Context: an optimization exercise on an open-source flow, tuned for small area, a short achievable clock period and few clock cycles. The choices shown serve that exercise and are no tape-out recipe.
Power figures rest on the tool's default switching activity, not on a simulated workload.

## run 5
==> flow/design.v <==
module framecore_tx (
    input  wire        clk,
    input  wire        rst,             
    input  wire        cmd_valid,
    output wire        cmd_ready,
    input  wire [2:0]  cmd_op,
    input  wire [6:0]  cmd_len,
    input  wire        cmd_scheme,      
    input  wire [32:0] cmd_gen,
    input  wire [7:0]  cmd_tag_start,
    input  wire [7:0]  cmd_tag_stop,
    input  wire [7:0]  cmd_tag_esc,
    input  wire        in_valid,
    output wire        in_ready,
    input  wire [7:0]  in_data,
    output wire        out_valid,
    input  wire        out_ready,
    output wire [7:0]  out_data,
    output reg         done,
    output reg  [3:0]  res_result,
    output reg  [3:0]  res_errcode,
    output reg  [31:0] res_rem,
    output reg  [7:0]  res_olen
);
    localparam OP_NOP  = 3'd0;
    localparam OP_CENC = 3'd1;
    localparam OP_CVAL = 3'd2;
    localparam OP_PENC = 3'd3;
    localparam OP_PVAL = 3'd4;
    localparam OP_STUF = 3'd5;
    localparam OP_BLD  = 3'd6;
    localparam ERR_NONE    = 3'd0;
    localparam ERR_ILLOP   = 3'd1;
    localparam ERR_RSVD    = 3'd2;
    localparam ERR_BADLEN  = 3'd3;
    localparam ERR_BADGEN  = 3'd4;
    localparam ERR_BADTAGS = 3'd5;
    localparam IDLE  = 0;
    localparam REJ   = 1;    
    localparam START = 2;    
    localparam PAY   = 3;    
    localparam VTAIL = 4;    
    localparam FIN   = 5;    
    localparam CODE  = 6;    
    localparam STOP  = 7;    
    reg  [7:0]  s;
    reg         o_stuff, o_bld, o_val, o_pval, o_emit, o_crc, o_par;
    reg  [2:0]  errc;
    reg  [6:0]  cnt;         
    reg         last;        
    reg  [31:0] R;           
    reg  [31:0] G;           
    reg  [2:0]  rk;          
    reg  [1:0]  rlm;
    reg         rz;          
    reg  [7:1]  h;           
    reg  [2:0]  k;
    reg  [1:0]  lm1;         
    reg  [3:0]  ln;          
    reg  [1:0]  cr;          
    reg         ci0;         
    reg  [7:0]  t_start, t_stop, t_esc;
    reg  [7:0]  b;           
    reg         bv;          
    reg         pend;        
    reg         ov;
    reg  [7:0]  od;
    reg         dp;          
    reg         first;       
    reg         r6;          
    reg         rv, rp;      
    reg  [2:0]  re;
    function [2:0] lzc8(input [7:0] x);
        begin
            casez (x)
                8'b1???????: lzc8 = 3'd0;
                8'b01??????: lzc8 = 3'd1;
                8'b001?????: lzc8 = 3'd2;
                8'b0001????: lzc8 = 3'd3;
                8'b00001???: lzc8 = 3'd4;
                8'b000001??: lzc8 = 3'd5;
                8'b0000001?: lzc8 = 3'd6;
                default:     lzc8 = 3'd7;
            endcase
        end
    endfunction
    function [7:1] recip(input [7:0] gt);
        reg [7:0] hh;
        integer i, j;
        begin
            hh[0] = 1'b1;
            for (i = 1; i < 8; i = i + 1) begin
                hh[i] = 1'b0;
                for (j = 1; j <= i; j = j + 1)
                    hh[i] = hh[i] ^ (gt[8 - j] & hh[i - j]);
            end
            recip = hh[7:1];
        end
    endfunction
    function [31:0] div_byte(input [31:0] r, input [31:0] g, input [7:1] hr,
                             input [1:0] lm, input [7:0] bd, input [7:0] ba);
        reg [7:0]  t, hh, q;
        reg [31:0] w;
        integer i, j;
        begin
            t = r[31:24] ^ bd;
            hh = {hr, 1'b1};
            for (i = 0; i < 8; i = i + 1) begin
                q[i] = 1'b0;
                for (j = i; j < 8; j = j + 1)
                    q[i] = q[i] ^ (t[j] & hh[j - i]);
            end
            w = {r[23:0], 8'd0};
            case (lm)
                2'd0: w[31:24] = ba;
                2'd1: w[23:16] = ba;
                2'd2: w[15:8]  = ba;
                default: w[7:0] = ba;
            endcase
            for (i = 0; i < 8; i = i + 1)
                if (q[i]) w = w ^ (g << i);
            div_byte = w;
        end
    endfunction
    function is_tag(input [7:0] x, input [7:0] s0, input [7:0] s1, input [7:0] s2);
        is_tag = (x == s0) || (x == s1) || (x == s2);
    endfunction
    wire        c_takes_len = (cmd_op >= OP_CENC) && (cmd_op <= OP_BLD);
    wire        c_uses_gen  = (cmd_op == OP_CENC) || (cmd_op == OP_CVAL) ||
                              ((cmd_op == OP_BLD) && !cmd_scheme);
    wire        c_uses_par  = (cmd_op == OP_PENC) || (cmd_op == OP_PVAL) ||
                              ((cmd_op == OP_BLD) && cmd_scheme);
    wire        c_uses_tags = (cmd_op == OP_STUF) || (cmd_op == OP_BLD);
    wire        c_tags_ok   = (cmd_tag_start != cmd_tag_stop) &&
                              (cmd_tag_start != cmd_tag_esc) &&
                              (cmd_tag_stop  != cmd_tag_esc);
    wire        c_gen_ok    = (cmd_gen[32:1] != 32'd0);
    reg  [2:0]  c_err;
    always @(*) begin
        if (cmd_op == 3'd7)                          c_err = ERR_ILLOP;
        else if (!c_takes_len && cmd_len != 7'd0)    c_err = ERR_RSVD;
        else if (c_takes_len && cmd_len > 7'd64)     c_err = ERR_BADLEN;
        else if (c_uses_gen && !c_gen_ok)            c_err = ERR_BADGEN;
        else if (c_uses_tags && !c_tags_ok)          c_err = ERR_BADTAGS;
        else                                         c_err = ERR_NONE;
    end
    wire        c_rej = (c_err != ERR_NONE) || (cmd_op == OP_NOP);
    wire        nz4   = |cmd_gen[32:25];
    wire        nz3   = |cmd_gen[24:17];
    wire        nz2   = |cmd_gen[16:9];
    wire [1:0]  c_lm1 = nz4 ? 2'd3 : nz3 ? 2'd2 : nz2 ? 2'd1 : 2'd0;
    wire [2:0]  c_k   = nz4 ? lzc8(cmd_gen[32:25]) : nz3 ? lzc8(cmd_gen[24:17]) :
                        nz2 ? lzc8(cmd_gen[16:9])  : lzc8(cmd_gen[8:1]);
    wire [7:0]  code_b = ({8{ln[3]}} & R[31:24]) | ({8{ln[2]}} & R[23:16]) |
                         ({8{ln[1]}} & R[15:8])  | ({8{ln[0]}} & R[7:0]);
    wire        esc_i  = is_tag(in_data, t_start, t_stop, t_esc);   
    wire        esc_c  = o_emit && is_tag(code_b, t_start, t_stop, t_esc);
    assign      out_valid = ov;
    assign      out_data  = od;
    wire        oslot  = !ov || out_ready;           
    wire        ofree  = oslot && !pend;             
    wire        fin_ok = !dp || ofree;               
    wire        take     = s[PAY] && in_valid && !pend && oslot;
    assign      in_ready = s[PAY] && !pend && oslot;
    wire        start_ld = s[START] && ofree;
    wire        code_ld  = s[CODE] && !bv && !rz && ofree;
    wire        stop_ld  = s[STOP] && ofree;
    wire        pay_ld   = take && o_emit;
    wire        ld       = start_ld || code_ld || stop_ld || pay_ld;
    wire        pend_ld  = pend && oslot;
    wire        cesc     = (pay_ld && esc_i) || (code_ld && esc_c);
    wire        f_b = s[REJ] || (s[FIN] && !rz) || (s[VTAIL] && !bv);
    wire        f_c = s[PAY] && (o_stuff || o_pval) && last && !pend;
    wire        f_d = !pend && ((s[CODE] && !bv && !rz && ci0 && !o_bld) || s[STOP]);
    wire        fin = (f_b && !dp) || (oslot && ((f_b && !pend) || f_d || (f_c && in_valid)));
    assign cmd_ready = s[IDLE] || fin;
    wire        g_free = !o_crc || !(s[PAY] || s[START] || s[VTAIL] || bv) ||
                         s[FIN] || vt_step;         
    wire        clr    = rz && fin_ok;               
    wire        acc    = cmd_valid && cmd_ready;
    wire [4:0]  sh      = {~lm1, k};                  
    wire [31:0] gs      = G << k;
    wire        vt_step = s[VTAIL] && !bv && fin_ok;
    wire [2:0]  m       = 3'd0 - k;                   
    wire [7:0]  fcur    = vt_step ? 8'd0 : t_start;
    wire [15:0] fpair   = {t_stop, fcur};
    wire [7:0]  fbyte   = fpair >> m;                 
    wire [31:0] r_div   = div_byte(R, gs, h, lm1, b,
                                   o_val ? fbyte : 8'd0);
    wire [7:0]  gt      = gs[31:24];
    reg         r5;
    always @(*) begin
        done        = dp && ofree;
        r5          = (rv && R != 32'd0) || (rp && R[24]);
        res_result  = {1'b0, r5 | r6, r6, r5};
        res_errcode = {1'b0, re};
        res_rem     = R >> {~rlm, rk};
    end
    always @(posedge clk) begin
        h <= recip(gt);
        if (rst) begin
            s        <= 8'd1 << IDLE;
            ov       <= 1'b0;
            pend     <= 1'b0;
            bv       <= 1'b0;
            dp       <= 1'b0;
            R        <= 32'd0;
            rz       <= 1'b0;
            res_olen <= 8'd0;
        end else begin
            if (ld) begin
                ov <= 1'b1;
                if (start_ld)     od <= t_start;
                else if (stop_ld) od <= t_stop;
                else if (pay_ld)  od <= esc_i ? t_esc : in_data;
                else              od <= esc_c ? t_esc : code_b;
                first <= 1'b0;
            end else if (pend_ld) begin
                ov <= 1'b1;
                od <= b;
            end else if (out_ready)
                ov <= 1'b0;
            if (ld || pend_ld)
                res_olen <= (ld && first) ? 8'd1 : res_olen + 8'd1;
            if (pend_ld) pend <= 1'b0;
            if (cesc) pend <= 1'b1;
            if (take)         b <= o_val ? 8'd0 : in_data;
            else if (cesc)    b <= code_b;
            if (take && o_val) t_start <= in_data;
            if (done) dp <= 1'b0;
            if (clr) begin
                R  <= 32'd0;
                rz <= 1'b0;
            end
            if (bv || vt_step) R <= r_div;
            if ((bv || vt_step) && o_val) t_stop <= t_start;
            bv <= take && o_crc;
            if (take && o_par) R[24] <= (R[24] && !rz) ^ (^in_data);
            if (take) begin
                cnt  <= cnt - 7'd1;
                last <= (cnt == 7'd2);
            end
            if (code_ld) begin
                ln  <= ln >> 1;
                cr  <= cr - 2'd1;
                ci0 <= (cr == 2'd1);
            end
            if (start_ld) begin
                s[START] <= 1'b0;
                if (cnt != 7'd0) s[PAY] <= 1'b1; else s[CODE] <= 1'b1;
            end
            if (take && last) begin
                s[PAY] <= 1'b0;
                if (o_val) begin
                    if (m != 3'd0) s[VTAIL] <= 1'b1; else s[FIN] <= 1'b1;
                end else if (!o_stuff && !o_pval)
                    s[CODE] <= 1'b1;
            end
            if (code_ld && ci0) begin
                s[CODE] <= 1'b0;
                if (o_bld) s[STOP] <= 1'b1;
            end
            if (fin) begin
                s        <= 8'd1 << IDLE;
                dp <= 1'b1;
                re <= errc;
                r6 <= (errc != ERR_NONE);
                rv <= (errc == ERR_NONE) && o_val;
                rp <= (errc == ERR_NONE) && o_pval;
                if (!s[REJ]) begin
                    if (!o_stuff) begin
                        rk  <= k;
                        rlm <= lm1;
                    end
                    if (s[FIN] || o_val || o_pval) res_olen <= 8'd0;
                end
            end
            if (cmd_valid && g_free) G <= cmd_gen[31:0] << {~c_lm1, 3'd0};
            if (acc) begin
                o_stuff  <= (cmd_op == OP_STUF);
                o_bld    <= (cmd_op == OP_BLD);
                o_val    <= (cmd_op == OP_CVAL);
                o_pval   <= (cmd_op == OP_PVAL);
                o_emit   <= c_uses_tags;
                o_crc    <= c_uses_gen;
                o_par    <= c_uses_par;
                errc     <= c_err;
                cnt      <= cmd_len;
                last     <= (cmd_len == 7'd1);
                t_start  <= cmd_tag_start;
                t_stop   <= (cmd_op == OP_CVAL) ? 8'd0 : cmd_tag_stop;
                t_esc    <= cmd_tag_esc;
                first    <= 1'b1;
                ln       <= 4'b1000;
                cr       <= c_uses_gen ? c_lm1 : 2'd0;
                ci0      <= !c_uses_gen || (c_lm1 == 2'd0);
                if (c_uses_gen) begin
                    k   <= c_k;
                    lm1 <= c_lm1;
                end
                if (c_uses_par) begin
                    k   <= 3'd0;
                    lm1 <= 2'd0;
                end
                rz       <= !c_rej && (c_uses_gen || c_uses_par);
                if (c_rej)
                    s <= 8'd1 << REJ;
                else if (cmd_op == OP_BLD)
                    s <= 8'd1 << START;
                else if (cmd_len != 7'd0)
                    s <= 8'd1 << PAY;
                else if (cmd_op == OP_CENC || cmd_op == OP_PENC)
                    s <= 8'd1 << CODE;
                else
                    s <= 8'd1 << FIN;
            end
        end
    end
endmodule
export LEC_CHECK = 0
export CAP_MARGIN = 20
export CORE_MARGIN = 2
export CORE_UTILIZATION = 40
export SETUP_SLACK_MARGIN = 1.5
export SLEW_MARGIN = 20
create_clock -name core_clock -period 5.0 [get_ports {clk}]
standard.sh (not shown) runs the stock make flow with config.mk's settings and CLKGATE_MAP_FILE= SYNTH_SCRIPT=/design/flow/synth_recipe.tcl, a recipe that flattens the netlist after the stock synthesis.
==> flow/flow/run.sh <==
#!/bin/bash
set -euo pipefail
export BUFFER_PORTS_ARGS="-buffer_cell sky130_fd_sc_hd__buf_2"
bash standard.sh > standard_flow.log 2>&1
diff inputs: run 5 => run 1
--- a/flow/design.v
+++ b/flow/design.v
@@ -65,12 +65,11 @@
     reg         pend;        
     reg         ov;
     reg  [7:0]  od;
     reg         dp;          
     reg         first;       
-    reg         r6;          
-    reg         rv, rp;      
+    reg         r5, r6;
     reg  [2:0]  re;
     function [2:0] lzc8(input [7:0] x);
         begin
             casez (x)
                 8'b1???????: lzc8 = 3'd0;
@@ -167,33 +166,30 @@
     wire        stop_ld  = s[STOP] && ofree;
     wire        pay_ld   = take && o_emit;
     wire        ld       = start_ld || code_ld || stop_ld || pay_ld;
     wire        pend_ld  = pend && oslot;
     wire        cesc     = (pay_ld && esc_i) || (code_ld && esc_c);
-    wire        f_b = s[REJ] || (s[FIN] && !rz) || (s[VTAIL] && !bv);
-    wire        f_c = s[PAY] && (o_stuff || o_pval) && last && !pend;
+    wire        f_b = s[REJ] || (s[FIN] && !bv && !rz);
+    wire        f_c = s[PAY] && o_stuff && last && !pend;
     wire        f_d = !pend && ((s[CODE] && !bv && !rz && ci0 && !o_bld) || s[STOP]);
     wire        fin = (f_b && !dp) || (oslot && ((f_b && !pend) || f_d || (f_c && in_valid)));
     assign cmd_ready = s[IDLE] || fin;
-    wire        g_free = !o_crc || !(s[PAY] || s[START] || s[VTAIL] || bv) ||
-                         s[FIN] || vt_step;         
+    wire        g_free = !o_crc || !(s[PAY] || s[START] || s[VTAIL] || bv);
     wire        clr    = rz && fin_ok;               
     wire        acc    = cmd_valid && cmd_ready;
     wire [4:0]  sh      = {~lm1, k};                  
-    wire [31:0] gs      = G << k;
-    wire        vt_step = s[VTAIL] && !bv && fin_ok;
+    wire [31:0] gs      = G;
+    wire        vt_step = s[VTAIL] && !bv;
     wire [2:0]  m       = 3'd0 - k;                   
     wire [7:0]  fcur    = vt_step ? 8'd0 : t_start;
     wire [15:0] fpair   = {t_stop, fcur};
     wire [7:0]  fbyte   = fpair >> m;                 
     wire [31:0] r_div   = div_byte(R, gs, h, lm1, b,
                                    o_val ? fbyte : 8'd0);
     wire [7:0]  gt      = gs[31:24];
-    reg         r5;
     always @(*) begin
         done        = dp && ofree;
-        r5          = (rv && R != 32'd0) || (rp && R[24]);
         res_result  = {1'b0, r5 | r6, r6, r5};
         res_errcode = {1'b0, re};
         res_rem     = R >> {~rlm, rk};
     end
     always @(posedge clk) begin
@@ -251,33 +247,39 @@
             end
             if (take && last) begin
                 s[PAY] <= 1'b0;
                 if (o_val) begin
                     if (m != 3'd0) s[VTAIL] <= 1'b1; else s[FIN] <= 1'b1;
-                end else if (!o_stuff && !o_pval)
+                end else if (o_pval)
+                    s[FIN] <= 1'b1;
+                else if (!o_stuff)
                     s[CODE] <= 1'b1;
             end
+            if (vt_step) begin
+                s[VTAIL] <= 1'b0;
+                s[FIN]   <= 1'b1;
+            end
             if (code_ld && ci0) begin
                 s[CODE] <= 1'b0;
                 if (o_bld) s[STOP] <= 1'b1;
             end
             if (fin) begin
                 s        <= 8'd1 << IDLE;
                 dp <= 1'b1;
                 re <= errc;
                 r6 <= (errc != ERR_NONE);
-                rv <= (errc == ERR_NONE) && o_val;
-                rp <= (errc == ERR_NONE) && o_pval;
+                r5 <= (errc == ERR_NONE) &&
+                      ((o_val && R != 32'd0) || (o_pval && R[24]));
                 if (!s[REJ]) begin
                     if (!o_stuff) begin
                         rk  <= k;
                         rlm <= lm1;
                     end
-                    if (s[FIN] || o_val || o_pval) res_olen <= 8'd0;
+                    if (s[FIN])   res_olen <= 8'd0;
                 end
             end
-            if (cmd_valid && g_free) G <= cmd_gen[31:0] << {~c_lm1, 3'd0};
+            if (cmd_valid && g_free) G <= cmd_gen[31:0] << {~c_lm1, c_k};
             if (acc) begin
                 o_stuff  <= (cmd_op == OP_STUF);
                 o_bld    <= (cmd_op == OP_BLD);
                 o_val    <= (cmd_op == OP_CVAL);
                 o_pval   <= (cmd_op == OP_PVAL);
## What came out
Delta (run 1 minus run 5): per-cell via count in the routed design dropped 2.6%, combinational power share climbed 5.3 points, clock-cell share of area barely changed.
Compared with run 5, run 1 shows internal power of the cells higher by 2.9%.
Sort run 5 and run 1 by number of fillers in the final layout asc -> top: run 1
[compare] base=run 5 new=run 1: synthesized instance count neither gained nor lost much; worst slack on hold paths increased by 20 ps relative to the old numbers.
No functional check of the RTL was part of any run of this note.

==> port drivers added, routing unchanged <==
No port has a modelled driver above. Below, the same layouts with a new extraction and two added sets of constraints.
Step 1 sets driving cells, clkbuf_16 on the clock port and buf_2 on the other inputs (assumed; they add their load-dependent delay and slew).
Step 2 times the ports against the registers' clock, not the clock port: input delays grow and output delays shrink by t, the midpoint of the rising clock arrivals with the driver on.
Three values: ideal, step 1, step 2; two values: the first two.
run | shift t [ns] | setup slack, ns | worst setup path at the end | slew at the worst register clock pin (ns) | worst data-port slew with drivers (ns)
run 5 | 0.508 | 1.320 / 1.320 / 1.243 | input to register | 0.08 / 0.08 | 0.04
run 1 | 0.492 | 1.448 / 1.429 / 0.983 | input to register | 0.08 / 0.08 | 0.05
After both steps setup and hold are still met in every run listed. The setup slack of run 1, which loses most, moves by -0.019 ns with the drivers and by -0.465 ns with both steps.
